Source: an optimization exercise on an open RTL-to-GDS flow (aim: small area, a short achievable clock period and few clock cycles per item). Production flows keep margins and buffers that such runs may drop.
No run shown here included a check of the RTL's function; only the layout flow was run.
Power is estimated from default activity; no workload was simulated.

**flow/config.mk**
```make
export PLATFORM = sky130hd
export DESIGN_NAME = yce_block_conv
export DESIGN_NICKNAME = yce_block_conv
export VERILOG_FILES = /design/flow/design.v
export SDC_FILE = /design/flow/constraint.sdc
export NUM_CORES = 4
export LEC_CHECK = 0
export CAP_MARGIN = 20
export CORE_MARGIN = 2
export CORE_UTILIZATION = 40
export SLEW_MARGIN = 20
export SYNTH_HIERARCHICAL = 1
```
**flow/constraint.sdc**
```tcl
create_clock -name core_clock -period 10.0 [get_ports {clk}]
set_input_delay 2.0000 -clock core_clock [delete_from_list [all_inputs] [get_ports {clk}]]
set_output_delay 2.0000 -clock core_clock [all_outputs]
set_load 0.01 [all_outputs]
```
**flow/design.v**
```verilog
module yce_fa (input wire a, input wire b, input wire c, output wire s, output wire co);
    assign s  = a ^ b ^ c;
    assign co = (a & b) | (a & c) | (b & c);
endmodule
module yce_ha (input wire a, input wire b, output wire s, output wire co);
    assign s  = a ^ b;
    assign co = a & b;
endmodule
module yce_block_conv (
    input  wire         clk,
    input  wire         rst,             
    input  wire         in_valid,
    output wire         in_ready,
    input  wire         in_fmt,          
    input  wire         in_chroma,       
    input  wire [511:0] in_data,
    output wire         out_valid,
    input  wire         out_ready,
    output wire         out_chroma,
    output wire [127:0] out_y,
    output wire [63:0]  out_u,
    output wire [63:0]  out_v
);
    reg         s_valid;                 
    reg         s_ready;                 
    reg  [1:0]  e_valid;                 
    reg         wr;                      
    reg         rd;                      
    reg         sel0, sel1, selc0, selc1;
    reg         e0_chroma, e1_chroma;
    reg         s_chroma;
    wire deliver = out_valid && out_ready;
    wire move    = s_valid && !(e_valid[0] && e_valid[1]);
    wire accept  = in_valid && s_ready;
    wire [1:0] e_valid_n = (e_valid & ~({1'b0, deliver} << rd))
                         | ({1'b0, move} << wr);
    wire       s_valid_n = accept || (s_valid && !move);
    wire       rd_n      = rd ^ deliver;
    wire       wr_n      = wr ^ move;
    wire       e0c_n     = (move && !wr) ? s_chroma : e0_chroma;
    wire       e1c_n     = (move &&  wr) ? s_chroma : e1_chroma;
    always @(posedge clk) begin
        if (rst) begin
            s_valid <= 1'b0;
            s_ready <= 1'b1;
            e_valid <= 2'b00;
            wr      <= 1'b0;
            rd      <= 1'b0;
            sel0    <= 1'b0;
            sel1    <= 1'b0;
            selc0   <= 1'b0;
            selc1   <= 1'b0;
        end else begin
            s_valid <= s_valid_n;
            s_ready <= !s_valid_n || !(e_valid_n[0] && e_valid_n[1]);
            e_valid <= e_valid_n;
            wr      <= wr_n;
            rd      <= rd_n;
            sel0    <= !rd_n;
            sel1    <=  rd_n;
            selc0   <= !rd_n && e0c_n;
            selc1   <=  rd_n && e1c_n;
        end
        e0_chroma <= e0c_n;
        e1_chroma <= e1c_n;
    end
    assign in_ready  = s_ready;
    assign out_valid = rd ? e_valid[1] : e_valid[0];
    reg [383:0] s_px;                    
    wire [383:0] in_px;
    genvar n;
    generate
        for (n = 0; n < 16; n = n + 1) begin : g_in
            assign in_px[24*n +: 24] = in_fmt ? in_data[32*n +: 24] : in_data[24*n +: 24];
        end
    endgenerate
    always @(posedge clk) begin
        if (s_ready) begin
            s_chroma <= in_chroma;
            s_px     <= in_px;
        end
    end
    wire [127:0] y_bytes;
    wire [63:0]  u_bytes;
    wire [63:0]  v_bytes;
    generate
        for (n = 0; n < 16; n = n + 1) begin : g_px
            wire [7:0] pb = s_px[24*n +: 8];
            wire [7:0] pg = s_px[24*n + 8 +: 8];
            wire [7:0] pr = s_px[24*n + 16 +: 8];
            wire [7:0] yb;
            wire y_s1, y_c2;
            yce_fa u_y_s1 (.a(pr[1]), .b(pr[6]), .c(pg[0]), .s(y_s1), .co(y_c2));
            wire y_s3, y_c4;
            yce_ha u_y_s3 (.a(pr[3]), .b(pg[4]), .s(y_s3), .co(y_c4));
            wire y_s5, y_c6;
            yce_fa u_y_s5 (.a(pr[4]), .b(pg[5]), .c(pb[1]), .s(y_s5), .co(y_c6));
            wire y_s7, y_c8;
            yce_fa u_y_s7 (.a(pr[0]), .b(pr[5]), .c(pg[6]), .s(y_s7), .co(y_c8));
            wire y_s9, y_c10;
            yce_ha u_y_s9 (.a(pb[2]), .b(pb[3]), .s(y_s9), .co(y_c10));
            wire y_s11, y_c12;
            yce_fa u_y_s11 (.a(pg[7]), .b(pb[3]), .c(pb[4]), .s(y_s11), .co(y_c12));
            wire y_s13, y_c14;
            yce_fa u_y_s13 (.a(pb[7]), .b(y_s1), .c(1'b1), .s(y_s13), .co(y_c14));
            wire y_s15, y_c16;
            yce_fa u_y_s15 (.a(pr[2]), .b(pr[7]), .c(pg[1]), .s(y_s15), .co(y_c16));
            wire y_s17, y_c18;
            yce_fa u_y_s17 (.a(pb[4]), .b(pb[5]), .c(y_c2), .s(y_s17), .co(y_c18));
            wire y_s19, y_c20;
            yce_fa u_y_s19 (.a(pr[3]), .b(pg[2]), .c(pb[5]), .s(y_s19), .co(y_c20));
            wire y_s21, y_c22;
            yce_ha u_y_s21 (.a(pr[4]), .b(pg[3]), .s(y_s21), .co(y_c22));
            wire y_s23, y_c24;
            yce_ha u_y_s23 (.a(pr[2]), .b(pg[3]), .s(y_s23), .co(y_c24));
            wire y_s25, y_c26;
            yce_fa u_y_s25 (.a(pb[0]), .b(pb[1]), .c(pb[4]), .s(y_s25), .co(y_c26));
            wire y_s27, y_c28;
            yce_fa u_y_s27 (.a(pb[2]), .b(pb[5]), .c(y_c4), .s(y_s27), .co(y_c28));
            wire y_s29, y_c30;
            yce_fa u_y_s29 (.a(pb[6]), .b(y_s9), .c(y_c6), .s(y_s29), .co(y_c30));
            wire y_s31, y_c32;
            yce_fa u_y_s31 (.a(y_c10), .b(y_c8), .c(y_s11), .s(y_s31), .co(y_c32));
            wire y_s33, y_c34;
            yce_fa u_y_s33 (.a(y_c12), .b(y_s15), .c(y_s17), .s(y_s33), .co(y_c34));
            wire y_s35, y_c36;
            yce_fa u_y_s35 (.a(pb[6]), .b(y_c16), .c(y_s19), .s(y_s35), .co(y_c36));
            wire y_s37, y_c38;
            yce_fa u_y_s37 (.a(pb[6]), .b(pb[7]), .c(y_s21), .s(y_s37), .co(y_c38));
            wire y_s39, y_c40;
            yce_fa u_y_s39 (.a(pr[5]), .b(pg[4]), .c(pb[7]), .s(y_s39), .co(y_c40));
            wire y_s41, y_c42;
            yce_ha u_y_s41 (.a(pr[6]), .b(pg[5]), .s(y_s41), .co(y_c42));
            wire y_s43, y_c44;
            yce_ha u_y_s43 (.a(pr[0]), .b(pg[1]), .s(y_s43), .co(y_c44));
            wire y_s45, y_c46;
            yce_fa u_y_s45 (.a(pr[1]), .b(pg[2]), .c(pb[2]), .s(y_s45), .co(y_c46));
            wire y_s47, y_c48;
            yce_fa u_y_s47 (.a(pb[0]), .b(pb[3]), .c(y_s23), .s(y_s47), .co(y_c48));
            wire y_s49, y_c50;
            yce_fa u_y_s49 (.a(y_c24), .b(y_s3), .c(y_s25), .s(y_s49), .co(y_c50));
            wire y_s51, y_c52;
            yce_fa u_y_s51 (.a(y_c26), .b(y_s5), .c(y_s27), .s(y_s51), .co(y_c52));
            wire y_s53, y_c54;
            yce_fa u_y_s53 (.a(y_s7), .b(y_c28), .c(y_s29), .s(y_s53), .co(y_c54));
            wire y_s55, y_c56;
            yce_fa u_y_s55 (.a(y_c30), .b(y_s13), .c(y_s31), .s(y_s55), .co(y_c56));
            wire y_s57, y_c58;
            yce_fa u_y_s57 (.a(y_c14), .b(y_c32), .c(y_s33), .s(y_s57), .co(y_c58));
            wire y_s59, y_c60;
            yce_fa u_y_s59 (.a(y_c18), .b(y_s35), .c(y_c34), .s(y_s59), .co(y_c60));
            wire y_s61, y_c62;
            yce_fa u_y_s61 (.a(y_c20), .b(y_s37), .c(y_c36), .s(y_s61), .co(y_c62));
            wire y_s63, y_c64;
            yce_fa u_y_s63 (.a(y_c22), .b(y_s39), .c(y_c38), .s(y_s63), .co(y_c64));
            wire y_s65, y_c66;
            yce_fa u_y_s65 (.a(y_s41), .b(y_c40), .c(1'b1), .s(y_s65), .co(y_c66));
            wire y_s67, y_c68;
            yce_fa u_y_s67 (.a(pr[7]), .b(pg[6]), .c(y_c42), .s(y_s67), .co(y_c68));
            wire y_s69, y_c70;
            yce_ha u_y_s69 (.a(pg[0]), .b(pb[0]), .s(y_s69), .co(y_c70));
            wire y_s71, y_c72;
            yce_ha u_y_s71 (.a(pb[1]), .b(y_s43), .s(y_s71), .co(y_c72));
            wire y_s73, y_c74;
            yce_ha u_y_s73 (.a(y_s45), .b(y_c44), .s(y_s73), .co(y_c74));
            wire y_s75, y_c76;
            yce_ha u_y_s75 (.a(y_s47), .b(y_c46), .s(y_s75), .co(y_c76));
            wire y_s77, y_c78;
            yce_ha u_y_s77 (.a(y_s49), .b(y_c48), .s(y_s77), .co(y_c78));
            wire y_s79, y_c80;
            yce_ha u_y_s79 (.a(y_s51), .b(y_c50), .s(y_s79), .co(y_c80));
            wire y_s81, y_c82;
            yce_ha u_y_s81 (.a(y_s53), .b(y_c52), .s(y_s81), .co(y_c82));
            wire y_s83, y_c84;
            yce_ha u_y_s83 (.a(y_s55), .b(y_c54), .s(y_s83), .co(y_c84));
            wire y_s85, y_c86;
            yce_ha u_y_s85 (.a(y_s57), .b(y_c56), .s(y_s85), .co(y_c86));
            wire y_s87, y_c88;
            yce_ha u_y_s87 (.a(y_s59), .b(y_c58), .s(y_s87), .co(y_c88));
            wire y_s89, y_c90;
            yce_ha u_y_s89 (.a(y_s61), .b(y_c60), .s(y_s89), .co(y_c90));
            wire y_s91, y_c92;
            yce_ha u_y_s91 (.a(y_s63), .b(y_c62), .s(y_s91), .co(y_c92));
            wire y_s93, y_c94;
            yce_ha u_y_s93 (.a(y_s65), .b(y_c64), .s(y_s93), .co(y_c94));
            wire y_s95, y_c96;
            yce_ha u_y_s95 (.a(y_s67), .b(y_c66), .s(y_s95), .co(y_c96));
            wire y_s97, y_c98;
            yce_ha u_y_s97 (.a(pg[7]), .b(y_c68), .s(y_s97), .co(y_c98));
            wire y_g99 = y_c84 | (y_s83 & y_c82);
            wire y_q100 = y_s83 & y_s81;
            wire y_g101 = y_c80 | (y_s79 & y_c78);
            wire y_q102 = y_s79 & y_s77;
            wire y_g103 = y_g99 | (y_q100 & y_g101);
            wire y_q104 = y_q100 & y_q102;
            wire y_g105 = y_c76 | (y_s75 & y_c74);
            wire y_q106 = y_s75 & y_s73;
            wire y_g107 = y_c72 | (y_s71 & y_c70);
            wire y_g108 = y_g105 | (y_q106 & y_g107);
            wire y_g109 = y_g103 | (y_q104 & y_g108);
            wire y_g110 = y_c86 | (y_s85 & y_g109);
            wire y_g111 = y_c88 | (y_s87 & y_c86);
            wire y_q112 = y_s87 & y_s85;
            wire y_g113 = y_g111 | (y_q112 & y_g109);
            wire y_g114 = y_c90 | (y_s89 & y_g111);
            wire y_q115 = y_s89 & y_q112;
            wire y_g116 = y_g114 | (y_q115 & y_g109);
            wire y_g117 = y_c92 | (y_s91 & y_c90);
            wire y_q118 = y_s91 & y_s89;
            wire y_g119 = y_g117 | (y_q118 & y_g111);
            wire y_q120 = y_q118 & y_q112;
            wire y_g121 = y_g119 | (y_q120 & y_g109);
            wire y_g122 = y_c94 | (y_s93 & y_g119);
            wire y_q123 = y_s93 & y_q120;
            wire y_g124 = y_g122 | (y_q123 & y_g109);
            wire y_g125 = y_c96 | (y_s95 & y_c94);
            wire y_q126 = y_s95 & y_s93;
            wire y_g127 = y_g125 | (y_q126 & y_g119);
            wire y_q128 = y_q126 & y_q120;
            wire y_g129 = y_g127 | (y_q128 & y_g109);
            wire y_g130 = y_c98 | (y_s97 & y_g125);
            wire y_q131 = y_s97 & y_q126;
            wire y_g132 = y_g130 | (y_q131 & y_g119);
            wire y_q133 = y_q131 & y_q120;
            wire y_g134 = y_g132 | (y_q133 & y_g109);
            wire y_o135 = y_s85 ^ y_g109;
            wire y_o136 = y_s87 ^ y_g110;
            wire y_o137 = y_s89 ^ y_g113;
            wire y_o138 = y_s91 ^ y_g116;
            wire y_o139 = y_s93 ^ y_g121;
            wire y_o140 = y_s95 ^ y_g124;
            wire y_o141 = y_s97 ^ y_g129;
            wire y_o142 = 1'b0 ^ y_g134;
            assign yb = {y_o142, y_o141, y_o140, y_o139, y_o138, y_o137, y_o136, y_o135};
            assign y_bytes[8*n +: 8] = yb;
            if (n % 2 == 0) begin : g_c
                wire [7:0] ub, vb;
                wire u_s1, u_c2;
                yce_ha u_u_s1 (.a(~pr[5]), .b(~pr[4]), .s(u_s1), .co(u_c2));
                wire u_s3, u_c4;
                yce_fa u_u_s3 (.a(~pr[6]), .b(~pr[5]), .c(~pr[2]), .s(u_s3), .co(u_c4));
                wire u_s5, u_c6;
                yce_ha u_u_s5 (.a(~pg[6]), .b(~pg[4]), .s(u_s5), .co(u_c6));
                wire u_s7, u_c8;
                yce_fa u_u_s7 (.a(~pr[7]), .b(~pr[6]), .c(~pr[3]), .s(u_s7), .co(u_c8));
                wire u_s9, u_c10;
                yce_fa u_u_s9 (.a(~pg[7]), .b(~pg[5]), .c(~pg[2]), .s(u_s9), .co(u_c10));
                wire u_s11, u_c12;
                yce_ha u_u_s11 (.a(~pb[4]), .b(pb[1]), .s(u_s11), .co(u_c12));
                wire u_s13, u_c14;
                yce_fa u_u_s13 (.a(~pr[7]), .b(~pr[4]), .c(~pg[6]), .s(u_s13), .co(u_c14));
                wire u_s15, u_c16;
                yce_ha u_u_s15 (.a(~pg[3]), .b(~pb[5]), .s(u_s15), .co(u_c16));
                wire u_s17, u_c18;
                yce_ha u_u_s17 (.a(~pr[5]), .b(~pg[7]), .s(u_s17), .co(u_c18));
                wire u_s19, u_c20;
                yce_ha u_u_s19 (.a(~pr[3]), .b(~pr[2]), .s(u_s19), .co(u_c20));
                wire u_s21, u_c22;
                yce_fa u_u_s21 (.a(~pr[4]), .b(~pr[3]), .c(~pr[0]), .s(u_s21), .co(u_c22));
                wire u_s23, u_c24;
                yce_ha u_u_s23 (.a(~pg[4]), .b(~pg[2]), .s(u_s23), .co(u_c24));
                wire u_s25, u_c26;
                yce_fa u_u_s25 (.a(~pr[1]), .b(~pg[5]), .c(~pg[3]), .s(u_s25), .co(u_c26));
                wire u_s27, u_c28;
                yce_fa u_u_s27 (.a(~pg[0]), .b(~pb[2]), .c(u_s1), .s(u_s27), .co(u_c28));
                wire u_s29, u_c30;
                yce_fa u_u_s29 (.a(~pg[1]), .b(~pb[3]), .c(pb[0]), .s(u_s29), .co(u_c30));
                wire u_s31, u_c32;
                yce_fa u_u_s31 (.a(u_c2), .b(u_s5), .c(u_s3), .s(u_s31), .co(u_c32));
                wire u_s33, u_c34;
                yce_fa u_u_s33 (.a(u_c6), .b(u_s11), .c(1'b1), .s(u_s33), .co(u_c34));
                wire u_s35, u_c36;
                yce_fa u_u_s35 (.a(u_c4), .b(u_s7), .c(u_s9), .s(u_s35), .co(u_c36));
                wire u_s37, u_c38;
                yce_fa u_u_s37 (.a(pb[2]), .b(u_c12), .c(u_s15), .s(u_s37), .co(u_c38));
                wire u_s39, u_c40;
                yce_fa u_u_s39 (.a(u_c8), .b(u_c10), .c(u_s13), .s(u_s39), .co(u_c40));
                wire u_s41, u_c42;
                yce_fa u_u_s41 (.a(~pg[4]), .b(~pb[6]), .c(pb[3]), .s(u_s41), .co(u_c42));
                wire u_s43, u_c44;
                yce_fa u_u_s43 (.a(u_c16), .b(u_s17), .c(u_c14), .s(u_s43), .co(u_c44));
                wire u_s45, u_c46;
                yce_fa u_u_s45 (.a(~pr[6]), .b(~pg[5]), .c(~pb[7]), .s(u_s45), .co(u_c46));
                wire u_s47, u_c48;
                yce_ha u_u_s47 (.a(pb[4]), .b(u_c18), .s(u_s47), .co(u_c48));
                wire u_s49, u_c50;
                yce_ha u_u_s49 (.a(~pr[7]), .b(~pg[6]), .s(u_s49), .co(u_c50));
                wire u_s51, u_c52;
                yce_ha u_u_s51 (.a(~pr[2]), .b(~pr[1]), .s(u_s51), .co(u_c52));
                wire u_s53, u_c54;
                yce_fa u_u_s53 (.a(~pg[3]), .b(~pg[1]), .c(~pb[0]), .s(u_s53), .co(u_c54));
                wire u_s55, u_c56;
                yce_fa u_u_s55 (.a(~pb[1]), .b(u_c20), .c(u_s23), .s(u_s55), .co(u_c56));
                wire u_s57, u_c58;
                yce_fa u_u_s57 (.a(u_c24), .b(u_c22), .c(u_s25), .s(u_s57), .co(u_c58));
                wire u_s59, u_c60;
                yce_fa u_u_s59 (.a(u_c26), .b(u_s29), .c(u_c28), .s(u_s59), .co(u_c60));
                wire u_s61, u_c62;
                yce_fa u_u_s61 (.a(u_c30), .b(u_s33), .c(u_c32), .s(u_s61), .co(u_c62));
                wire u_s63, u_c64;
                yce_fa u_u_s63 (.a(u_c34), .b(u_s37), .c(u_c36), .s(u_s63), .co(u_c64));
                wire u_s65, u_c66;
                yce_fa u_u_s65 (.a(u_s41), .b(u_c38), .c(u_s43), .s(u_s65), .co(u_c66));
                wire u_s67, u_c68;
                yce_fa u_u_s67 (.a(u_c42), .b(u_s45), .c(u_s47), .s(u_s67), .co(u_c68));
                wire u_s69, u_c70;
                yce_fa u_u_s69 (.a(pb[5]), .b(u_s49), .c(u_c46), .s(u_s69), .co(u_c70));
                wire u_s71, u_c72;
                yce_ha u_u_s71 (.a(~pg[7]), .b(pb[6]), .s(u_s71), .co(u_c72));
                wire u_s73, u_c74;
                yce_ha u_u_s73 (.a(~pr[1]), .b(~pr[0]), .s(u_s73), .co(u_c74));
                wire u_s75, u_c76;
                yce_fa u_u_s75 (.a(~pg[2]), .b(~pg[0]), .c(u_s51), .s(u_s75), .co(u_c76));
                wire u_s77, u_c78;
                yce_fa u_u_s77 (.a(u_c52), .b(u_s19), .c(u_s53), .s(u_s77), .co(u_c78));
                wire u_s79, u_c80;
                yce_fa u_u_s79 (.a(u_c54), .b(u_s21), .c(u_s55), .s(u_s79), .co(u_c80));
                wire u_s81, u_c82;
                yce_fa u_u_s81 (.a(u_c56), .b(u_s27), .c(u_s57), .s(u_s81), .co(u_c82));
                wire u_s83, u_c84;
                yce_fa u_u_s83 (.a(u_c58), .b(u_s31), .c(u_s59), .s(u_s83), .co(u_c84));
                wire u_s85, u_c86;
                yce_fa u_u_s85 (.a(u_s35), .b(u_c60), .c(u_s61), .s(u_s85), .co(u_c86));
                wire u_s87, u_c88;
                yce_fa u_u_s87 (.a(u_s39), .b(u_c62), .c(u_s63), .s(u_s87), .co(u_c88));
                wire u_s89, u_c90;
                yce_fa u_u_s89 (.a(u_c40), .b(u_c64), .c(u_s65), .s(u_s89), .co(u_c90));
                wire u_s91, u_c92;
                yce_fa u_u_s91 (.a(u_c44), .b(u_s67), .c(u_c66), .s(u_s91), .co(u_c92));
                wire u_s93, u_c94;
                yce_fa u_u_s93 (.a(u_c48), .b(u_s69), .c(u_c68), .s(u_s93), .co(u_c94));
                wire u_s95, u_c96;
                yce_fa u_u_s95 (.a(u_c50), .b(u_s71), .c(u_c70), .s(u_s95), .co(u_c96));
                wire u_s97, u_c98;
                yce_ha u_u_s97 (.a(pb[7]), .b(u_c72), .s(u_s97), .co(u_c98));
                wire u_s99, u_c100;
                yce_ha u_u_s99 (.a(~pr[0]), .b(~pg[0]), .s(u_s99), .co(u_c100));
                wire u_s101, u_c102;
                yce_ha u_u_s101 (.a(~pg[1]), .b(u_s73), .s(u_s101), .co(u_c102));
                wire u_s103, u_c104;
                yce_ha u_u_s103 (.a(u_s75), .b(u_c74), .s(u_s103), .co(u_c104));
                wire u_s105, u_c106;
                yce_ha u_u_s105 (.a(u_s77), .b(u_c76), .s(u_s105), .co(u_c106));
                wire u_s107, u_c108;
                yce_ha u_u_s107 (.a(u_s79), .b(u_c78), .s(u_s107), .co(u_c108));
                wire u_s109, u_c110;
                yce_ha u_u_s109 (.a(u_s81), .b(u_c80), .s(u_s109), .co(u_c110));
                wire u_s111, u_c112;
                yce_ha u_u_s111 (.a(u_s83), .b(u_c82), .s(u_s111), .co(u_c112));
                wire u_s113, u_c114;
                yce_ha u_u_s113 (.a(u_s85), .b(u_c84), .s(u_s113), .co(u_c114));
                wire u_s115, u_c116;
                yce_ha u_u_s115 (.a(u_s87), .b(u_c86), .s(u_s115), .co(u_c116));
                wire u_s117, u_c118;
                yce_ha u_u_s117 (.a(u_s89), .b(u_c88), .s(u_s117), .co(u_c118));
                wire u_s119, u_c120;
                yce_ha u_u_s119 (.a(u_s91), .b(u_c90), .s(u_s119), .co(u_c120));
                wire u_s121, u_c122;
                yce_ha u_u_s121 (.a(u_s93), .b(u_c92), .s(u_s121), .co(u_c122));
                wire u_s123, u_c124;
                yce_ha u_u_s123 (.a(u_s95), .b(u_c94), .s(u_s123), .co(u_c124));
                wire u_s125, u_c126;
                yce_ha u_u_s125 (.a(u_s97), .b(u_c96), .s(u_s125), .co(u_c126));
                wire u_g127 = u_c112 | (u_s111 & u_c110);
                wire u_q128 = u_s111 & u_s109;
                wire u_g129 = u_c108 | (u_s107 & u_c106);
                wire u_q130 = u_s107 & u_s105;
                wire u_g131 = u_g127 | (u_q128 & u_g129);
                wire u_q132 = u_q128 & u_q130;
                wire u_g133 = u_c104 | (u_s103 & u_c102);
                wire u_q134 = u_s103 & u_s101;
                wire u_g135 = u_g133 | (u_q134 & u_c100);
                wire u_g136 = u_g131 | (u_q132 & u_g135);
                wire u_g137 = u_c114 | (u_s113 & u_g136);
                wire u_g138 = u_c116 | (u_s115 & u_c114);
                wire u_q139 = u_s115 & u_s113;
                wire u_g140 = u_g138 | (u_q139 & u_g136);
                wire u_g141 = u_c118 | (u_s117 & u_g138);
                wire u_q142 = u_s117 & u_q139;
                wire u_g143 = u_g141 | (u_q142 & u_g136);
                wire u_g144 = u_c120 | (u_s119 & u_c118);
                wire u_q145 = u_s119 & u_s117;
                wire u_g146 = u_g144 | (u_q145 & u_g138);
                wire u_q147 = u_q145 & u_q139;
                wire u_g148 = u_g146 | (u_q147 & u_g136);
                wire u_g149 = u_c122 | (u_s121 & u_g146);
                wire u_q150 = u_s121 & u_q147;
                wire u_g151 = u_g149 | (u_q150 & u_g136);
                wire u_g152 = u_c124 | (u_s123 & u_c122);
                wire u_q153 = u_s123 & u_s121;
                wire u_g154 = u_g152 | (u_q153 & u_g146);
                wire u_q155 = u_q153 & u_q147;
                wire u_g156 = u_g154 | (u_q155 & u_g136);
                wire u_g157 = u_c126 | (u_s125 & u_g152);
                wire u_q158 = u_s125 & u_q153;
                wire u_g159 = u_g157 | (u_q158 & u_g146);
                wire u_q160 = u_q158 & u_q147;
                wire u_g161 = u_g159 | (u_q160 & u_g136);
                wire u_o162 = u_s113 ^ u_g136;
                wire u_o163 = u_s115 ^ u_g137;
                wire u_o164 = u_s117 ^ u_g140;
                wire u_o165 = u_s119 ^ u_g143;
                wire u_o166 = u_s121 ^ u_g148;
                wire u_o167 = u_s123 ^ u_g151;
                wire u_o168 = u_s125 ^ u_g156;
                wire u_o169 = u_c98 ^ u_g161;
                assign ub = {u_o169, u_o168, u_o167, u_o166, u_o165, u_o164, u_o163, u_o162};
                wire v_s1, v_c2;
                yce_ha u_v_s1 (.a(pr[3]), .b(~pr[0]), .s(v_s1), .co(v_c2));
                wire v_s3, v_c4;
                yce_fa u_v_s3 (.a(pr[4]), .b(~pr[1]), .c(~pg[7]), .s(v_s3), .co(v_c4));
                wire v_s5, v_c6;
                yce_ha u_v_s5 (.a(pr[5]), .b(~pr[2]), .s(v_s5), .co(v_c6));
                wire v_s7, v_c8;
                yce_ha u_v_s7 (.a(pr[6]), .b(~pr[3]), .s(v_s7), .co(v_c8));
                wire v_s9, v_c10;
                yce_ha u_v_s9 (.a(pr[7]), .b(~pr[4]), .s(v_s9), .co(v_c10));
                wire v_s11, v_c12;
                yce_ha u_v_s11 (.a(pr[1]), .b(~pg[4]), .s(v_s11), .co(v_c12));
                wire v_s13, v_c14;
                yce_fa u_v_s13 (.a(pr[2]), .b(~pg[5]), .c(pg[1]), .s(v_s13), .co(v_c14));
                wire v_s15, v_c16;
                yce_ha u_v_s15 (.a(pg[0]), .b(pb[5]), .s(v_s15), .co(v_c16));
                wire v_s17, v_c18;
                yce_fa u_v_s17 (.a(~pg[6]), .b(pg[2]), .c(pg[1]), .s(v_s17), .co(v_c18));
                wire v_s19, v_c20;
                yce_fa u_v_s19 (.a(pb[6]), .b(pb[3]), .c(v_s1), .s(v_s19), .co(v_c20));
                wire v_s21, v_c22;
                yce_fa u_v_s21 (.a(pg[3]), .b(pg[2]), .c(pb[7]), .s(v_s21), .co(v_c22));
                wire v_s23, v_c24;
                yce_fa u_v_s23 (.a(pb[4]), .b(v_c2), .c(v_s3), .s(v_s23), .co(v_c24));
                wire v_s25, v_c26;
                yce_fa u_v_s25 (.a(pg[4]), .b(pg[3]), .c(pb[5]), .s(v_s25), .co(v_c26));
                wire v_s27, v_c28;
                yce_fa u_v_s27 (.a(v_s5), .b(v_c4), .c(1'b1), .s(v_s27), .co(v_c28));
                wire v_s29, v_c30;
                yce_fa u_v_s29 (.a(pg[5]), .b(pg[4]), .c(pb[6]), .s(v_s29), .co(v_c30));
                wire v_s31, v_c32;
                yce_fa u_v_s31 (.a(v_c6), .b(v_s7), .c(1'b1), .s(v_s31), .co(v_c32));
                wire v_s33, v_c34;
                yce_fa u_v_s33 (.a(pg[6]), .b(pg[5]), .c(pb[7]), .s(v_s33), .co(v_c34));
                wire v_s35, v_c36;
                yce_fa u_v_s35 (.a(v_c8), .b(v_s9), .c(1'b1), .s(v_s35), .co(v_c36));
                wire v_s37, v_c38;
                yce_fa u_v_s37 (.a(~pr[5]), .b(pg[7]), .c(pg[6]), .s(v_s37), .co(v_c38));
                wire v_s39 = ~v_c10;
                wire v_s40, v_c41;
                yce_ha u_v_s40 (.a(~pr[6]), .b(pg[7]), .s(v_s40), .co(v_c41));
                wire v_s42, v_c43;
                yce_ha u_v_s42 (.a(pr[0]), .b(~pg[3]), .s(v_s42), .co(v_c43));
                wire v_s44, v_c45;
                yce_fa u_v_s44 (.a(pg[0]), .b(pb[4]), .c(pb[1]), .s(v_s44), .co(v_c45));
                wire v_s46, v_c47;
                yce_fa u_v_s46 (.a(pb[2]), .b(v_c12), .c(v_s15), .s(v_s46), .co(v_c47));
                wire v_s48, v_c49;
                yce_fa u_v_s48 (.a(v_c16), .b(v_c14), .c(v_s17), .s(v_s48), .co(v_c49));
                wire v_s50, v_c51;
                yce_fa u_v_s50 (.a(v_c18), .b(v_s21), .c(v_c20), .s(v_s50), .co(v_c51));
                wire v_s52, v_c53;
                yce_fa u_v_s52 (.a(v_c22), .b(v_s25), .c(v_s27), .s(v_s52), .co(v_c53));
                wire v_s54, v_c55;
                yce_fa u_v_s54 (.a(v_c26), .b(v_s29), .c(v_s31), .s(v_s54), .co(v_c55));
                wire v_s56, v_c57;
                yce_fa u_v_s56 (.a(v_c30), .b(v_s33), .c(v_c32), .s(v_s56), .co(v_c57));
                wire v_s58, v_c59;
                yce_fa u_v_s58 (.a(v_s39), .b(v_c34), .c(v_s37), .s(v_s58), .co(v_c59));
                wire v_s60, v_c61;
                yce_fa u_v_s60 (.a(v_c10), .b(v_s40), .c(1'b1), .s(v_s60), .co(v_c61));
                wire v_s62 = pr[7];
                wire v_s63, v_c64;
                yce_ha u_v_s63 (.a(pb[3]), .b(pb[0]), .s(v_s63), .co(v_c64));
                wire v_s65, v_c66;
                yce_fa u_v_s65 (.a(v_c43), .b(v_s11), .c(v_s44), .s(v_s65), .co(v_c66));
                wire v_s67, v_c68;
                yce_fa u_v_s67 (.a(v_c45), .b(v_s13), .c(v_s46), .s(v_s67), .co(v_c68));
                wire v_s69, v_c70;
                yce_fa u_v_s69 (.a(v_c47), .b(v_s19), .c(v_s48), .s(v_s69), .co(v_c70));
                wire v_s71, v_c72;
                yce_fa u_v_s71 (.a(v_c49), .b(v_s23), .c(v_s50), .s(v_s71), .co(v_c72));
                wire v_s73, v_c74;
                yce_fa u_v_s73 (.a(v_c24), .b(v_c51), .c(v_s52), .s(v_s73), .co(v_c74));
                wire v_s75, v_c76;
                yce_fa u_v_s75 (.a(v_c28), .b(v_s54), .c(v_c53), .s(v_s75), .co(v_c76));
                wire v_s77, v_c78;
                yce_fa u_v_s77 (.a(v_s35), .b(v_s56), .c(v_c55), .s(v_s77), .co(v_c78));
                wire v_s79, v_c80;
                yce_fa u_v_s79 (.a(v_c36), .b(v_s58), .c(v_c57), .s(v_s79), .co(v_c80));
                wire v_s81, v_c82;
                yce_fa u_v_s81 (.a(v_c38), .b(v_s60), .c(v_c59), .s(v_s81), .co(v_c82));
                wire v_s83, v_c84;
                yce_fa u_v_s83 (.a(v_s62), .b(v_c41), .c(v_c61), .s(v_s83), .co(v_c84));
                wire v_s85 = pr[7];
                wire v_s86, v_c87;
                yce_ha u_v_s86 (.a(~pg[0]), .b(pb[0]), .s(v_s86), .co(v_c87));
                wire v_s88, v_c89;
                yce_ha u_v_s88 (.a(~pg[1]), .b(pb[1]), .s(v_s88), .co(v_c89));
                wire v_s90, v_c91;
                yce_ha u_v_s90 (.a(~pg[2]), .b(pb[2]), .s(v_s90), .co(v_c91));
                wire v_s92, v_c93;
                yce_ha u_v_s92 (.a(v_s42), .b(v_s63), .s(v_s92), .co(v_c93));
                wire v_s94, v_c95;
                yce_ha u_v_s94 (.a(v_s65), .b(v_c64), .s(v_s94), .co(v_c95));
                wire v_s96, v_c97;
                yce_ha u_v_s96 (.a(v_s67), .b(v_c66), .s(v_s96), .co(v_c97));
                wire v_s98, v_c99;
                yce_ha u_v_s98 (.a(v_s69), .b(v_c68), .s(v_s98), .co(v_c99));
                wire v_s100, v_c101;
                yce_ha u_v_s100 (.a(v_s71), .b(v_c70), .s(v_s100), .co(v_c101));
                wire v_s102, v_c103;
                yce_ha u_v_s102 (.a(v_s73), .b(v_c72), .s(v_s102), .co(v_c103));
                wire v_s104, v_c105;
                yce_ha u_v_s104 (.a(v_s75), .b(v_c74), .s(v_s104), .co(v_c105));
                wire v_s106, v_c107;
                yce_ha u_v_s106 (.a(v_s77), .b(v_c76), .s(v_s106), .co(v_c107));
                wire v_s108, v_c109;
                yce_ha u_v_s108 (.a(v_s79), .b(v_c78), .s(v_s108), .co(v_c109));
                wire v_s110, v_c111;
                yce_ha u_v_s110 (.a(v_s81), .b(v_c80), .s(v_s110), .co(v_c111));
                wire v_s112, v_c113;
                yce_ha u_v_s112 (.a(v_s83), .b(v_c82), .s(v_s112), .co(v_c113));
                wire v_s114, v_c115;
                yce_ha u_v_s114 (.a(v_s85), .b(v_c84), .s(v_s114), .co(v_c115));
                wire v_g116 = v_c99 | (v_s98 & v_c97);
                wire v_q117 = v_s98 & v_s96;
                wire v_g118 = v_c95 | (v_s94 & v_c93);
                wire v_q119 = v_s94 & v_s92;
                wire v_g120 = v_g116 | (v_q117 & v_g118);
                wire v_q121 = v_q117 & v_q119;
                wire v_g122 = v_c91 | (v_s90 & v_c89);
                wire v_q123 = v_s90 & v_s88;
                wire v_g124 = v_g122 | (v_q123 & v_c87);
                wire v_g125 = v_g120 | (v_q121 & v_g124);
                wire v_g126 = v_c101 | (v_s100 & v_g125);
                wire v_g127 = v_c103 | (v_s102 & v_c101);
                wire v_q128 = v_s102 & v_s100;
                wire v_g129 = v_g127 | (v_q128 & v_g125);
                wire v_g130 = v_c105 | (v_s104 & v_g127);
                wire v_q131 = v_s104 & v_q128;
                wire v_g132 = v_g130 | (v_q131 & v_g125);
                wire v_g133 = v_c107 | (v_s106 & v_c105);
                wire v_q134 = v_s106 & v_s104;
                wire v_g135 = v_g133 | (v_q134 & v_g127);
                wire v_q136 = v_q134 & v_q128;
                wire v_g137 = v_g135 | (v_q136 & v_g125);
                wire v_g138 = v_c109 | (v_s108 & v_g135);
                wire v_q139 = v_s108 & v_q136;
                wire v_g140 = v_g138 | (v_q139 & v_g125);
                wire v_g141 = v_c111 | (v_s110 & v_c109);
                wire v_q142 = v_s110 & v_s108;
                wire v_g143 = v_g141 | (v_q142 & v_g135);
                wire v_q144 = v_q142 & v_q136;
                wire v_g145 = v_g143 | (v_q144 & v_g125);
                wire v_g146 = v_c113 | (v_s112 & v_g141);
                wire v_q147 = v_s112 & v_q142;
                wire v_g148 = v_g146 | (v_q147 & v_g135);
                wire v_q149 = v_q147 & v_q136;
                wire v_g150 = v_g148 | (v_q149 & v_g125);
                wire v_o151 = v_s100 ^ v_g125;
                wire v_o152 = v_s102 ^ v_g126;
                wire v_o153 = v_s104 ^ v_g129;
                wire v_o154 = v_s106 ^ v_g132;
                wire v_o155 = v_s108 ^ v_g137;
                wire v_o156 = v_s110 ^ v_g140;
                wire v_o157 = v_s112 ^ v_g145;
                wire v_o158 = v_s114 ^ v_g150;
                assign vb = ~{v_o158, v_o157, v_o156, v_o155, v_o154, v_o153, v_o152, v_o151};
                assign u_bytes[8*(n/2) +: 8] = ub;
                assign v_bytes[8*(n/2) +: 8] = vb;
            end
        end
    endgenerate
    reg [255:0] e0, e1;                  
    always @(posedge clk) begin
        if (move && !wr) e0 <= {v_bytes, u_bytes, y_bytes};
        if (move &&  wr) e1 <= {v_bytes, u_bytes, y_bytes};
    end
    assign out_chroma = (sel0 & e0_chroma) | (sel1 & e1_chroma);
    assign out_y = ({128{sel0}} & e0[127:0]) | ({128{sel1}} & e1[127:0]);
    assign out_u = ({64{selc0}} & e0[191:128]) | ({64{selc1}} & e1[191:128]);
    assign out_v = ({64{selc0}} & e0[255:192]) | ({64{selc1}} & e1[255:192]);
endmodule
```
**flow/flow/run.sh**
```bash
#!/bin/bash
# The standard layout (the standard.sh: standard synthesis, floorplan,
# placement, CTS, routing), with timing repair aiming for 6.3 ns of setup
# slack at the design's 10 ns clock, i.e. the period the design can reach,
# instead of only 0 ns. Each tool's output is in standard_flow.log and in
# orfs/logs/.
set -euo pipefail
bash standard.sh SETUP_SLACK_MARGIN=6.3 finish > standard_flow.log 2>&1
```
**flow/standard.sh**
```bash
#!/bin/bash
# synth_recipe.tcl (not shown) runs the flow's synth.tcl, then flattens the netlist and writes it again
# the make line also repeats each setting of config.mk as NAME=value (left out here)
make -C /OpenROAD-flow-scripts/flow DESIGN_CONFIG=/design/flow/config.mk WORK_HOME=/design/flow/orfs CLKGATE_MAP_FILE= SYNTH_SCRIPT=/design/flow/synth_recipe.tcl "${@:-finish}"
```
==> summary.txt, run 1 <==
Placed design
  • Port Buffers: 744
  • HPWL reported at the end of detailed placement: 170 mm
  • Routability cong.: 0.926
  • Worst slack at placement: 4.81 ns
  • DP Cell Count: 7932
  • Post-DP Area: 82700 µm²

Yosys
  • Cell taking the most area after synthesis: edfxtp_1
  • Fraction of registers with async set/reset: 0%
  • Synth cell types: 63
  • Synth Warn #: 7
  • Sequential area share after synthesis: 37.7%
  • Synthesized cell area: 71900 µm²
  • Synth area leaders: edfxtp_1 (37%), fa_1 (28%), ha_1 (14%)
  • Most frequent cell after synthesis: fa_1
  • Top FF cell, synth: edfxtp_1
  • Instance count of the mapped netlist: 4837
  • Top cell type's share of synthesized area: 37.4%
  • Mean post-synth cell area: 14.9 µm²
  • Synth Register Bits: 908
  • Synth top cells by count: fa_1 (992), edfxtp_1 (897), ha_1 (780), mux2_2 (363), inv_1 (290)
  • EDFF count, synth: 897

Power
  • Peak VDD IR: 0.326 mV
  • Pwr dens: 333 nW/µm²
  • Overall power: 33.1 mW
  • Static Leak: 39.5 nW

Clocking
  • CTS root buf: clkbuf_16
  • H-tree levels: 3
  • TritonCTS Buffers: 106
  • Reg clk slew, reported paths: 0.06 ns
  • Clk sink count: 908
  • Worst skew pair latency: 0.77 ns
  • Hold Buf Count CTS: 0
  • Maximum buffer depth of the clock tree: 3
  • CTS tree: done

Floorplan
  • # rows: 155
  • Initial Util: 40.3%
  • Core footprint: 179000 µm²
  • Die ar.: 183000 µm²
  • Width of the die: 428 µm
  • Die extent in y: 428 µm
  • Io pins: 777

Drt
  • DRC Markers: 0
  • Post-route ant nets: 0
  • DR iter-0 viols: 3234
  • Post-Route WL: 251 mm
  • Vias post-DR: 48.3k
  • First drt pass iteration count: 5
  • Drt wl/cell: 28.4 µm
  • Post-DR vias/cell: 5.48

Global routing
  • Pin count of the biggest net entering global routing: 146
  • Initial antenna violation count: 40
  • Vias in the first global route: 51.6k
  • Total grt overflow: 0
  • Tot GR Track Use: 26.8%
  • First-pass GRT wire length: 356 mm

Cells and area
  • Design area: 99400 µm²
  • Core Util, Final: 55.7%
  • Area Overhead vs Synth: 38.2%
  • Fill count: 14.2k
  • Multi-input logic area: 49500 µm²
  • Sequential cell area: 27200 µm²
  • Final net count: 8639
  • Layout cell share with drive strength beyond 1: 35.8%
  • Final std cells w/o fill: 8812

Setup path
  • Req. time, crit path: 10.55 ns
  • Reg-to-reg slack, setup: 5.71 ns
  • CP Capture Type: flop
  • RR Endpoint: e0[205]
  • CP Data Arrival Time: 4.83 ns
  • R2R depth: 11
  • Crit path max fanout: 3
  • RR Startpoint: s_px[63]
  • Crit Path Class: reg -> reg
  • Startpoint Class: flop

Timing
  • Crit path time final: 4.29 ns
  • Post-Route Skew: 0.0341 ns
  • Fin. max-slew vios: 0
  • Hold WS: 0.542 ns
  • Max_slew headroom: 25.7%
  • FMAX: 233 MHz
  • Setup ws final: 5.71 ns
  • Worst Tran Pin Value: 1.11 ns
  • RSZ-0062 raised after global routing: yes
  • Final setup viols: 0
  • Setup_tns: 0 ns
  • Tcrit/Tclk final: 42.9%
  • Final Hold Fails: 0

Outcome
  • Status: finished clean

Min path
  • Beginning of the worst hold path: e1_chroma
  • Worst min path class: reg -> reg
  • WHS Endpoint: e1_chroma
  • Hold Path Depth: 1

Run
  • Max-cap violations: 0
[routing by layer]
metal	wire length [µm]	vias up	track usage (%)	part of all wire [%]
li1	-	20918	-	-
met1	97500	25381	33.0	39
met2	124000	1458	45.1	49
met3	12700	495	4.59	5.0
met4	16700	20	14.5	6.7
met5	124	-	0	0.049
[per-module statistics from Yosys (local to each module, per instance)]
module,flops+latches,copies in the design,cells
yce_block_conv,908,1,3101
yce_fa,0,992,1
yce_ha,0,744,1
[worst max-delay path, cell delays in order (launching register included)]
cell	delay [ns]
edfxtp_1	0.49
inv_2	0.12
fa_2	0.35
fa_1	0.50
fa_1	0.46
fa_1	0.54
ha_4	0.22
a21o_4	0.22
o311ai_4	0.36
nor2_2	0.08
o311a_1	0.33
a2111oi_4	0.37
[cells by family (layout without fill, tap and decap cells)]
family | after synthesis | after routing | synth area share (%)
compound gates | 868 | 868 | 8.70
flops | 908 | 908 | 37.7
other cells | 1 | 91 | 0.00521
fa+ha+maj | 1772 | 1772 | 41.2
buf+inv | 387 | 1917 | 2.07
xor+xnor | 182 | 182 | 2.22
simple gates | 356 | 356 | 2.41
mux | 363 | 363 | 5.68
[placed cells by master, fill, tap and decap left out, drive strengths merged, types with 11 or more instances in the layout]
cell type	Yosys	routed
a211o	11	11
a211oi	28	28
a21o	60	60
a21oi	184	184
a22o	257	257
a31oi	41	41
a41oi	12	12
and3	27	27
and4	16	16
buf	33	931
bufinv	0	11
clkbuf	64	134
clkdlybuf4s50	0	484
clkinv	0	48
clkinvlp	0	12
conb	1	72
dfxtp	11	11
diode	0	19
edfxtp	897	897
fa	992	992
ha	780	780
inv	290	296
mux2	363	363
nand2	98	98
nand2b	20	20
nand3	23	23
nor2	107	107
o2111ai	16	16
o21a	30	30
o21ai	107	107
o21bai	15	15
o221ai	15	15
o31ai	38	38
or3	14	14
or4	12	12
xnor2	91	91
xor2	91	91
[repair_timing]
action | CTS | global route
buffers inserted | 466 | 150
gates cloned | 38 | 10
gates resized for setup | 2116 | 558
setup endpoints to repair | 699 | 893
pin swaps | 483 | 364
[power breakdown]
part | total (mW) | internal (mW) | switching (mW) | leakage [nW]
registers | 6.93 | 6.53 | 0.407 | 8.87
clock network | 3.99 | 2.26 | 1.74 | 1.70
logic | 22.2 | 10.8 | 11.4 | 29.0
[area by class of cell]
type	instances	area share, %
Tap cell	2355	2.96
Antenna cell	19	0.0478
Clock inverter	77	0.797
Multi-Input combinational cell	3613	49.7
Timing Repair Buffer	1430	15.1
Inverter	290	1.23
Clock buffer	120	2.74
Sequential cell	908	27.3
[worst max path at each step]
| stage | from | endpoint | slack (ns) | depth (start not counted) |
|---|---|---|---|---|
| 6_report | s_px[63] | e0[205] | 5.71 | 11 |
| 5_1_grt | s_px[262] | e0[173] | 5.67 | 15 |
| 4_1_cts | sel0 | out_y[51] | 5.76 | 6 |
| 3_5_place_dp | sel0 | out_y[55] | 4.81 | 4 |
| 3_3_place_gp | sel0 | out_y[52] | 4.83 | 4 |
| 2_1_floorplan | s_ready | in_ready | 5.14 | 0 |
[registers in the layout, indices dropped and copies added (netlist names), 2 cells and up]
signal,flops
s_px,384
e0,256
e_valid,2
e1,256
==> inputs of run 2 (changes only) <==
==> flow/run.sh (new file) <==
#!/bin/bash
# synth_recipe.tcl (not shown) runs the flow's synth.tcl, then flattens the netlist and writes it again
# the make line also repeats each setting of config.mk as NAME=value (left out here)
make -C /OpenROAD-flow-scripts/flow DESIGN_CONFIG=/design/flow/config.mk WORK_HOME=/design/flow/orfs CLKGATE_MAP_FILE= SYNTH_SCRIPT=/design/flow/synth_recipe.tcl finish
removed: flow/flow/run.sh
removed: flow/standard.sh
==> summary.txt, run 2 <==
Placed design
  • HPWL reported at the end of detailed placement: 171 mm (+0.54%)
  • Worst slack at placement: 4.93 ns (+0.123 ns)
  • Routability cong.: 0.931 (+0.54%)
  • DP Cell Count: 7931 (-0.013%)
  • Post-DP Area: 82500 µm² (-0.28%)
  • Port Buffers: 744 (unchanged)

Setup path
  • Worst Path Buf+Inv: 3 (+2)
  • CP Capture Type: primary output
  • RR Startpoint: s_px[63]
  • Crit-path cells: buf_4 -> buf_4 -> a22o_1 -> clkdlybuf4s50_1
  • Crit path max fanout: 53 (+50)
  • Max stage delay on crit path: 0.72 ns (+0.18 ns)
  • Reg-to-reg slack, setup: 5.15 ns (-0.56 ns)
  • Startpoint Class: flop
  • RR Endpoint: e1[207]
  • Most common cell on crit path: buf_4
  • Slowest CP cell: buf_4
  • Crit Path Class: reg -> out
  • CP Data Arrival Time: 3.85 ns (-0.98 ns)
  • Req. time, crit path: 8.00 ns (-2.55 ns)
  • Cell family with most CP delay: buffers and inverters
  • R2R depth: 12 (+1)

Drt
  • Vias post-DR: 43.9k (-9.0%)
  • Post-route ant nets: 0 (unchanged)
  • DRC Markers: 0 (unchanged)
  • First drt pass iteration count: 5 (unchanged)
  • Post-Route WL: 213 mm (-15%)
  • DR iter-0 viols: 2707 (-16%)
  • Post-DR vias/cell: 5.39 (-1.7%)
  • Drt wl/cell: 26.1 µm (-8.3%)

Timing
  • Fin. max-slew vios: 0 (unchanged)
  • Crit path time final: 5.85 ns (+1.56 ns)
  • Post-Route Skew: 0.0399 ns (+0.00576 ns)
  • Worst Tran Pin Value: 1.09 ns (-0.0274 ns)
  • Tcrit/Tclk final: 58.5% (+16 points)
  • Final Hold Fails: 0 (unchanged)
  • Final setup viols: 0 (unchanged)
  • RSZ-0062 raised after global routing: no
  • Setup ws final: 4.15 ns (-1.56 ns)
  • Max_slew headroom: 27.6% (+1.8 points)
  • Setup_tns: 0 ns (unchanged)
  • Hold WS: 0.523 ns (-0.0196 ns)
  • FMAX: 171 MHz (-27%)

Floorplan
  • Io pins: 777 (unchanged)
  • # rows: 155 (unchanged)
  • Initial Util: 40.3% (unchanged)
  • Die ar.: 183000 µm² (unchanged)
  • Width of the die: 428 µm (unchanged)
  • Die extent in y: 428 µm (unchanged)
  • Core footprint: 179000 µm² (unchanged)

Yosys
  • Top FF cell, synth: edfxtp_1
  • Mean post-synth cell area: 14.9 µm² (unchanged)
  • Instance count of the mapped netlist: 4837 (unchanged)
  • Synthesized cell area: 71900 µm² (unchanged)
  • Cell taking the most area after synthesis: edfxtp_1
  • Synth top cells by count: fa_1 (992), edfxtp_1 (897), ha_1 (780), mux2_2 (363), inv_1 (290)
  • EDFF count, synth: 897 (unchanged)
  • Fraction of registers with async set/reset: 0% (unchanged)
  • Synth cell types: 63 (unchanged)
  • Synth area leaders: edfxtp_1 (37%), fa_1 (28%), ha_1 (14%)
  • Top cell type's share of synthesized area: 37.4% (unchanged)
  • Sequential area share after synthesis: 37.7% (unchanged)
  • Synth Register Bits: 908 (unchanged)
  • Synth Warn #: 7 (unchanged)
  • Most frequent cell after synthesis: fa_1

Power
  • Overall power: 24.8 mW (-25%)
  • Peak VDD IR: 0.279 mV (-15%)
  • Pwr dens: 288 nW/µm² (-13%)
  • Static Leak: 33.9 nW (-14%)

Cells and area
  • Area Overhead vs Synth: 19.6%
  • Top reg by flops: s_px
  • Core Util, Final: 48.2% (-7.5 points)
  • Most frequent cells in the layout: fa_1 (992), edfxtp_1 (897), ha_1 (778), clkdlybuf4s50_1 (743), mux2_2 (363)
  • Max reg flops: 384 (unchanged)
  • Final net count: 7976 (-7.7%)
  • Layout cell share with drive strength beyond 1: 10.1% (-26 points)
  • Fill count: 15.5k (+9.7%)
  • Regs by FF count: s_px (384), e0 (256), e1 (256)
  • Most common cell after layout, fill and taps aside: fa_1
  • Design area: 86000 µm² (-13%)
  • Sequential cell area: 27200 µm² (unchanged)
  • Multi-input logic area: 43600 µm² (-12%)
  • Final std cells w/o fill: 8153 (-7.5%)

Clocking
  • CTS tree: done
  • TritonCTS Buffers: 108 (+1.9%)
  • Clk sink count: 908 (unchanged)
  • PostCTS Resize Cnt: 0 (-100%)
  • Worst skew pair latency: 0.76 ns (about the same)
  • CTS root buf: clkbuf_16
  • H-tree levels: 3 (unchanged)
  • Hold Buf Count CTS: 0 (unchanged)
  • Maximum buffer depth of the clock tree: 3 (unchanged)
  • Reg clk slew, reported paths: 0.06 ns (about the same)
  • Post-CTS setup buffer count: 0 (-100%)

Global routing
  • Total grt overflow: 0 (unchanged)
  • Pin count of the biggest net entering global routing: 152 (+4.1%)
  • Tot GR Track Use: 23.5% (-3.4 points)
  • Initial antenna violation count: 41 (+2.5%)
  • Vias in the first global route: 47.9k (-7.1%)
  • First-pass GRT wire length: 317 mm (-11%)

Min path
  • Hold Path Depth: 1 (unchanged)
  • WHS Endpoint: e0_chroma
  • Worst min path class: reg -> reg
  • Beginning of the worst hold path: e0_chroma

Outcome
  • Status: finished clean

Run
  • Max-cap violations: 0 (unchanged)
run 2: cell counts after synthesis:
Identical to the previous run, type by type.
run 2: Yosys stat by module, one instance, submodules excluded:
module | cells inside | area [µm²] | flip-flops and latches | times used
yce_block_conv | 3101 | 42800 | 908 | 1
yce_fa | 1 | 20.0 | 0 | 992
yce_ha | 1 | 12.5 | 0 | 744
run 2: worst max path at each step:
stage               startpoint        end  slack (ns)  depth (start not counted)
CTS                      selc0  out_v[54]        4.11                          4
global route             selc0  out_v[54]        4.01                          4
finish                   selc0  out_v[55]        4.15                          4
detailed placement       selc0  out_v[54]        4.93                          4
global placement         selc0  out_v[54]        4.94                          4
floorplan              s_valid      selc1        2.35                          4
run 2: cell families (layout without fill, tap and decap cells):
| kind of cell | Yosys count | in the layout | synth area share (%) |
|---|---|---|---|
| adders and majority gates | 1772 | 1772 | 41.2 |
| DFF | 908 | 908 | 37.7 |
| AOI/OAI and AO/OA | 868 | 868 | 8.70 |
| buffers and inverters | 387 | 1255 | 2.07 |
| muxes | 363 | 363 | 5.68 |
| and+or+nand+nor | 356 | 356 | 2.41 |
| xor gates and xnor gates | 182 | 182 | 2.22 |
| other | 1 | 94 | 0.00521 |
run 2: cell type report:
type,instances,area share (%)
diodes,22,0.0640
clock buffers,122,3.20
clock inverters,78,0.861
inverters,290,1.27
multi-input cells,3613,50.7
flip-flops and latches,908,31.6
well taps,2355,3.43
repair buffers,765,8.92
run 2: per-layer routing:
layer	wire length (µm)	GRT usage, %
met5	70	0
met4	9900	10.8
met1	87300	29.8
met2	107000	40.0
met3	8280	3.01
run 2: power breakdown:
group	leakage [nW]	switching, mW	internal, mW	total, mW
sequential	8.87	0.481	6.53	7.01
clock	1.69	1.71	2.23	3.94
combinational	23.4	7.81	6.00	13.8
total	33.9	10.0	14.8	24.8
==> inputs of run 3 (changes only) <==
--- a/flow/design.v
+++ b/flow/design.v
@@ -16,8 +16,8 @@
     input  wire [511:0] in_data,
-    output wire         out_valid,
+    output reg          out_valid,
     input  wire         out_ready,
-    output wire         out_chroma,
-    output wire [127:0] out_y,
-    output wire [63:0]  out_u,
-    output wire [63:0]  out_v
+    output reg          out_chroma,
+    output reg  [127:0] out_y,
+    output reg  [63:0]  out_u,
+    output reg  [63:0]  out_v
 );
@@ -25,45 +25,23 @@
     reg         s_ready;                 
-    reg  [1:0]  e_valid;                 
-    reg         wr;                      
-    reg         rd;                      
-    reg         sel0, sel1, selc0, selc1;
-    reg         e0_chroma, e1_chroma;
-    reg         s_chroma;
-    wire deliver = out_valid && out_ready;
-    wire move    = s_valid && !(e_valid[0] && e_valid[1]);
-    wire accept  = in_valid && s_ready;
-    wire [1:0] e_valid_n = (e_valid & ~({1'b0, deliver} << rd))
-                         | ({1'b0, move} << wr);
-    wire       s_valid_n = accept || (s_valid && !move);
-    wire       rd_n      = rd ^ deliver;
-    wire       wr_n      = wr ^ move;
-    wire       e0c_n     = (move && !wr) ? s_chroma : e0_chroma;
-    wire       e1c_n     = (move &&  wr) ? s_chroma : e1_chroma;
+    reg         k_valid;                 
+    wire o_free    = !out_valid || out_ready;    
+    wire accept    = in_valid && s_ready;
+    wire o_valid_n = o_free ? (k_valid || s_valid) : 1'b1;
+    wire k_valid_n = k_valid ? !o_free : (s_valid && !o_free);
+    wire s_valid_n = accept || (s_valid && k_valid);
     always @(posedge clk) begin
         if (rst) begin
-            s_valid <= 1'b0;
-            s_ready <= 1'b1;
-            e_valid <= 2'b00;
-            wr      <= 1'b0;
-            rd      <= 1'b0;
-            sel0    <= 1'b0;
-            sel1    <= 1'b0;
-            selc0   <= 1'b0;
-            selc1   <= 1'b0;
+            s_valid   <= 1'b0;
+            s_ready   <= 1'b1;
+            k_valid   <= 1'b0;
+            out_valid <= 1'b0;
         end else begin
-            s_valid <= s_valid_n;
-            s_ready <= !s_valid_n || !(e_valid_n[0] && e_valid_n[1]);
-            e_valid <= e_valid_n;
-            wr      <= wr_n;
-            rd      <= rd_n;
-            sel0    <= !rd_n;
-            sel1    <=  rd_n;
-            selc0   <= !rd_n && e0c_n;
-            selc1   <=  rd_n && e1c_n;
+            s_valid   <= s_valid_n;
+            s_ready   <= !s_valid_n || !k_valid_n;
+            k_valid   <= k_valid_n;
+            out_valid <= o_valid_n;
         end
-        e0_chroma <= e0c_n;
-        e1_chroma <= e1c_n;
     end
-    assign in_ready  = s_ready;
-    assign out_valid = rd ? e_valid[1] : e_valid[0];
+    assign in_ready = s_ready;
+    reg         s_chroma;
     reg [383:0] s_px;                    
@@ -571,11 +549,23 @@
     endgenerate
-    reg [255:0] e0, e1;                  
+    wire [63:0] u_res = s_chroma ? u_bytes : 64'd0;
+    wire [63:0] v_res = s_chroma ? v_bytes : 64'd0;
+    reg         k_chroma;
+    reg [127:0] k_y;
+    reg [63:0]  k_u, k_v;
+    always @(posedge clk) begin
+        if (!k_valid) begin
+            k_chroma <= s_chroma;
+            k_y      <= y_bytes;
+            k_u      <= u_res;
+            k_v      <= v_res;
+        end
+    end
     always @(posedge clk) begin
-        if (move && !wr) e0 <= {v_bytes, u_bytes, y_bytes};
-        if (move &&  wr) e1 <= {v_bytes, u_bytes, y_bytes};
+        if (o_free) begin
+            out_chroma <= k_valid ? k_chroma : s_chroma;
+            out_y      <= k_valid ? k_y      : y_bytes;
+            out_u      <= k_valid ? k_u      : u_res;
+            out_v      <= k_valid ? k_v      : v_res;
+        end
     end
-    assign out_chroma = (sel0 & e0_chroma) | (sel1 & e1_chroma);
-    assign out_y = ({128{sel0}} & e0[127:0]) | ({128{sel1}} & e1[127:0]);
-    assign out_u = ({64{selc0}} & e0[191:128]) | ({64{selc1}} & e1[191:128]);
-    assign out_v = ({64{selc0}} & e0[255:192]) | ({64{selc1}} & e1[255:192]);
 endmodule
==> flow/flow/run.sh (new file) <==
#!/bin/bash
# The standard layout (the standard.sh: standard synthesis, floorplan,
# placement, CTS, routing), with timing repair aiming for 6.3 ns of setup
# slack at the design's 10 ns clock, i.e. the period the design can reach,
# instead of only 0 ns. Each tool's output is in standard_flow.log and in
# orfs/logs/.
set -euo pipefail
bash standard.sh SETUP_SLACK_MARGIN=6.3 finish > standard_flow.log 2>&1
==> flow/standard.sh (new file) <==
#!/bin/bash
# synth_recipe.tcl (not shown) runs the flow's synth.tcl, then flattens the netlist and writes it again
# the make line also repeats each setting of config.mk as NAME=value (left out here)
make -C /OpenROAD-flow-scripts/flow DESIGN_CONFIG=/design/flow/config.mk WORK_HOME=/design/flow/orfs CLKGATE_MAP_FILE= SYNTH_SCRIPT=/design/flow/synth_recipe.tcl "${@:-finish}"
removed: flow/run.sh
==> summary.txt, run 3 <==
Drt
  • DRC Markers: 0 (unchanged)
  • DR iter-0 viols: 3059 (+13%)
  • Post-route ant nets: 0 (unchanged)
  • Post-DR vias/cell: 5.36 (-0.57%)
  • Drt wl/cell: 25.9 µm (-0.74%)
  • First drt pass iteration count: 5 (unchanged)
  • Post-Route WL: 231 mm (+8.7%)
  • Vias post-DR: 47.8k (+8.9%)

Yosys
  • Largest family of logic cells by synthesized area: adder cells
  • Top cell type's share of synthesized area: 28.4% (-9.1 points)
  • Synth Area in Compound Gates: 7.96% (-0.75 points)
  • Instance count of the mapped netlist: 5141 (+6.3%)
  • EDFF count, synth: 642 (-28%)
  • Synth cell types: 63 (unchanged)
  • Xor-xnor portion of the synthesized cell area: 1.31% (-0.90 points)
  • Mux cell area share after synthesis: 6.05% (+0.37 points)
  • Synth Warn #: 7 (unchanged)
  • Fraction of registers with async set/reset: 0% (unchanged)
  • Synth Register Bits: 903 (-0.55%)
  • Post-Synth Simple-Gate Area: 5.38% (+3.0 points)
  • Sequential area share after synthesis: 35.0% (-2.7 points)
  • Synth top cells by count: fa_1 (992), ha_1 (776), edfxtp_1 (642), mux2_2 (376), nand2_1 (275)
  • Area share of fa/ha/maj cells after synthesis: 42.2% (+1.1 points)
  • Cell taking the most area after synthesis: fa_1
  • Most frequent cell after synthesis: fa_1
  • Mean post-synth cell area: 13.6 µm² (-8.5%)
  • Top FF cell, synth: edfxtp_1
  • Synthesized cell area: 70000 µm² (-2.7%)
  • Synth area leaders: fa_1 (28%), edfxtp_1 (28%), ha_1 (14%)

Global routing
  • Vias in the first global route: 50.9k (+6.4%)
  • Pin count of the biggest net entering global routing: 155 (+2.0%)
  • First-pass GRT wire length: 337 mm (+6.5%)
  • Total grt overflow: 0 (unchanged)
  • Initial antenna violation count: 45 (+9.8%)
  • Tot GR Track Use: 25.7% (+2.3 points)

Setup path
  • Crit Path Class: reg -> reg
  • RR Endpoint: out_u[60]
  • Reg-to-reg slack, setup: 5.69 ns (+0.54 ns)
  • Startpoint Class: flop
  • RR Startpoint: s_px[358]
  • CP Data Arrival Time: 4.82 ns (+0.97 ns)
  • Req. time, crit path: 10.51 ns (+2.51 ns)
  • R2R depth: 15 (+3)
  • Crit path max fanout: 3 (-94%)
  • CP Capture Type: flop

Power
  • Peak VDD IR: 0.222 mV (-20%)
  • Comb pwr share: 67.3% (+12 points)
  • Clock power share: 12.9% (-3.0 points)
  • Sw Share: 42.2% (+1.8 points)
  • Static Leak: 37.6 nW (+11%)
  • P_int: 18.5 mW (+25%)
  • Pwr dens: 343 nW/µm² (+19%)
  • Flop pwr share: 19.8% (-8.5 points)
  • NetSw: 13.5 mW (+35%)

Cells and area
  • Area Overhead vs Synth: 33.1%
  • Regs by FF count: s_px (384), k_y (128), out_y (128)
  • Top reg by flops: s_px
  • Most frequent cells in the layout: fa_1 (926), ha_1 (669), edfxtp_1 (642), clkdlybuf4s50_1 (572), buf_4 (412)
  • Max reg flops: 384 (unchanged)
  • Layout cell share with drive strength beyond 1: 28.6% (+18 points)
  • Final net count: 8786 (+10%)
  • Most common cell after layout, fill and taps aside: fa_1

Clocking
  • H-tree levels: 3 (unchanged)
  • CTS tree: done
  • CTS root buf: clkbuf_16
  • Maximum buffer depth of the clock tree: 3 (unchanged)
  • Clk sink count: 903 (-0.55%)
  • TritonCTS Buffers: 105 (-2.8%)
  • Reg clk slew, reported paths: 0.06 ns (about the same)
  • Worst skew pair latency: 0.76 ns (about the same)

Run
  • Max-cap violations: 0 (unchanged)

Floorplan
  • Io pins: 777 (unchanged)
  • Die extent in y: 422 µm (-1.4%)
  • Initial Util: 40.3% (about the same)
  • Core footprint: 174000 µm² (-2.7%)
  • # rows: 153 (-1.3%)
  • Width of the die: 422 µm (-1.4%)
  • Die ar.: 178000 µm² (-2.7%)

Placed design
  • Port Buffers: 744 (unchanged)
  • Routability cong.: 0.928 (-0.27%)
  • HPWL reported at the end of detailed placement: 176 mm (+2.9%)

Timing
  • FMAX: 232 MHz (+36%)
  • RSZ-0062 raised after global routing: yes
  • Final setup viols: 0 (unchanged)
  • Setup_tns: 0 ns (unchanged)
  • Tcrit/Tclk final: 43.1% (-15 points)
  • Post-Route Skew: 0.0334 ns (-0.00648 ns)
  • Hold WS: 0.444 ns (-0.0781 ns)
  • Fin. max-slew vios: 0 (unchanged)
  • Crit path time final: 4.31 ns (-1.54 ns)
  • Worst Tran Pin Value: 1.35 ns (+0.264 ns)
  • Max_slew headroom: 9.99% (-18 points)
  • Final Hold Fails: 0 (unchanged)

Min path
  • Hold Path Depth: 2 (+1)
  • WHS Endpoint: k_u[56]
  • Worst min path class: reg -> reg
  • Beginning of the worst hold path: k_u[56]

Outcome
  • Status: finished clean
[run 3: cell count changes after synthesis, moves of 52 or more]
cell      before  now
a21oi_1      184  132
a22o_1       257    4
dfxtp_1       11  261
edfxtp_1     897  642
nand2_1       98  275
nand3_1       23   86
nor2_1       107  172
nor3_1        10   71
o211ai_1       3   61
o21ai_0      107  165
[run 3: cell type report]
| cell class | count | area (µm²) |
|---|---|---|
| tap | 2325 | 2910 |
| clock inverter | 61 | 754 |
| antenna | 17 | 42.5 |
| inverter | 266 | 1060 |
| timing repair buffer | 1286 | 11900 |
| clock buffer | 136 | 2950 |
| fill | 14816 | 80600 |
| sequential | 903 | 24500 |
| multi-input combinational | 3938 | 49100 |
[run 3: cells by family (layout without fill, tap and decap cells)]
| family | after synthesis | count (layout) |
|---|---|---|
| fa+ha+maj | 1768 | 1768 |
| flops | 903 | 903 |
| simple gates | 808 | 810 |
| compound gates | 807 | 807 |
| mux | 376 | 376 |
| buf+inv | 373 | 1749 |
| xor+xnor | 105 | 105 |
| other cells | 1 | 89 |
[run 3: per-stage QoR]
step	util [%]	setup slack, ns	std cells	instance area [µm²]	total power [mW]
3_5_place_dp	46.6	5.07	8194	81000	21.7
2_1_floorplan	-	5.14	5212	70800	16.6
6_report	53.6	5.69	8932	93200	32.0
5_1_grt	53.6	5.55	8926	93200	34.2
4_1_cts	51.9	5.69	8790	90300	29.5
3_3_place_gp	46.6	5.13	8194	81000	21.4
[run 3: worst max-delay path, stage by stage, from the launching register on]
cell      delay [ns]
edfxtp_1        0.42
buf_6           0.16
inv_6           0.06
fa_1            0.44
fa_2            0.39
fa_1            0.45
fa_1            0.54
ha_4            0.22
buf_6           0.11
buf_6           0.10
nand4_1         0.11
a21o_1          0.17
o211a_1         0.20
a21boi_2        0.07
or3_1           0.31
a32o_2          0.30
[run 3: Yosys stat by module (local to each module, per instance)]
module	times used	cells	flops+latches	cell area (µm²)
yce_fa	992	1	0	20.0
yce_block_conv	1	3405	903	40800
yce_ha	744	1	0	12.5
[run 3: timing repair]
| item | in CTS | in global routing |
|---|---|---|
| gates resized for setup | 837 | 401 |
| hold buffers | 0 | 0 |
| gates cloned | 1 | 1 |
| setup buffers | 398 | 124 |
| endpoints found under the setup margin | 679 | 523 |
| pin swaps | 359 | 293 |
[run 3: worst max-delay path by stage]
stage | startpoint | slack (ns) | endpoint | cells past startpoint
2_1_floorplan | s_ready | 5.14 | in_ready | 0
3_3_place_gp | out_ready | 5.13 | out_y[119] | 4
3_5_place_dp | out_ready | 5.07 | out_y[119] | 4
4_1_cts | s_px[159] | 5.69 | out_u[30] | 12
5_1_grt | s_px[159] | 5.55 | out_u[30] | 14
6_report | s_px[358] | 5.69 | out_u[60] | 15
[run 3: power groups by stage]
stage	Combinational, mW	Sequential, mW	Clock (mW)
3_3_place_gp	14.9	6.53	0
2_1_floorplan	10.0	6.52	0
6_report	21.5	6.34	4.13
4_1_cts	18.9	6.36	4.23
3_5_place_dp	15.2	6.52	0
5_1_grt	23.4	6.44	4.36
[run 3: layer usage]
layer / part of all wire (%) / track usage (%)
met4: 6.1 / 13.3
met3: 4.4 / 3.50
met2: 48 / 41.9
met5: 0.036 / 0
met1: 42 / 33.6

## separate check: timing with driven ports
Ports are ideal in the flow. The routed layouts listed here were re-timed in OpenROAD.
Step 1, drivers: a clkbuf_16 drives clk and a buf_2 each remaining input, both assumed.
Step 2, shift: input delay + t, output delay - t, t = (earliest + latest rising clock arrival at the registers) / 2. This alone moves slack from input paths to output paths.
a / b / c = ideal ports / drivers / drivers and shift; a / b = the first two.
| run | shift t [ns] | setup slack, ns | hold slack, ns | worst slew at a driven data input, ns | cell pins on the clock port's net |
|---|---|---|---|---|---|
| run 1 | 0.839 | 5.711 / 5.711 / 5.611 | 0.542 / 0.542 / 0.542 | 0.21 | 1 |
| run 2 | 0.825 | 4.148 / 4.064 / 4.889 | 0.523 / 0.523 / 0.523 | 0.18 | 1 |
| run 3 | 0.824 | 5.688 / 5.688 / 5.629 | 0.444 / 0.444 / 0.444 | 0.18 | 1 |
After both steps setup and hold are still met in every run listed. The setup slack of run 1, which loses most, moves by 0.000 ns with the drivers and by -0.100 ns with both steps.
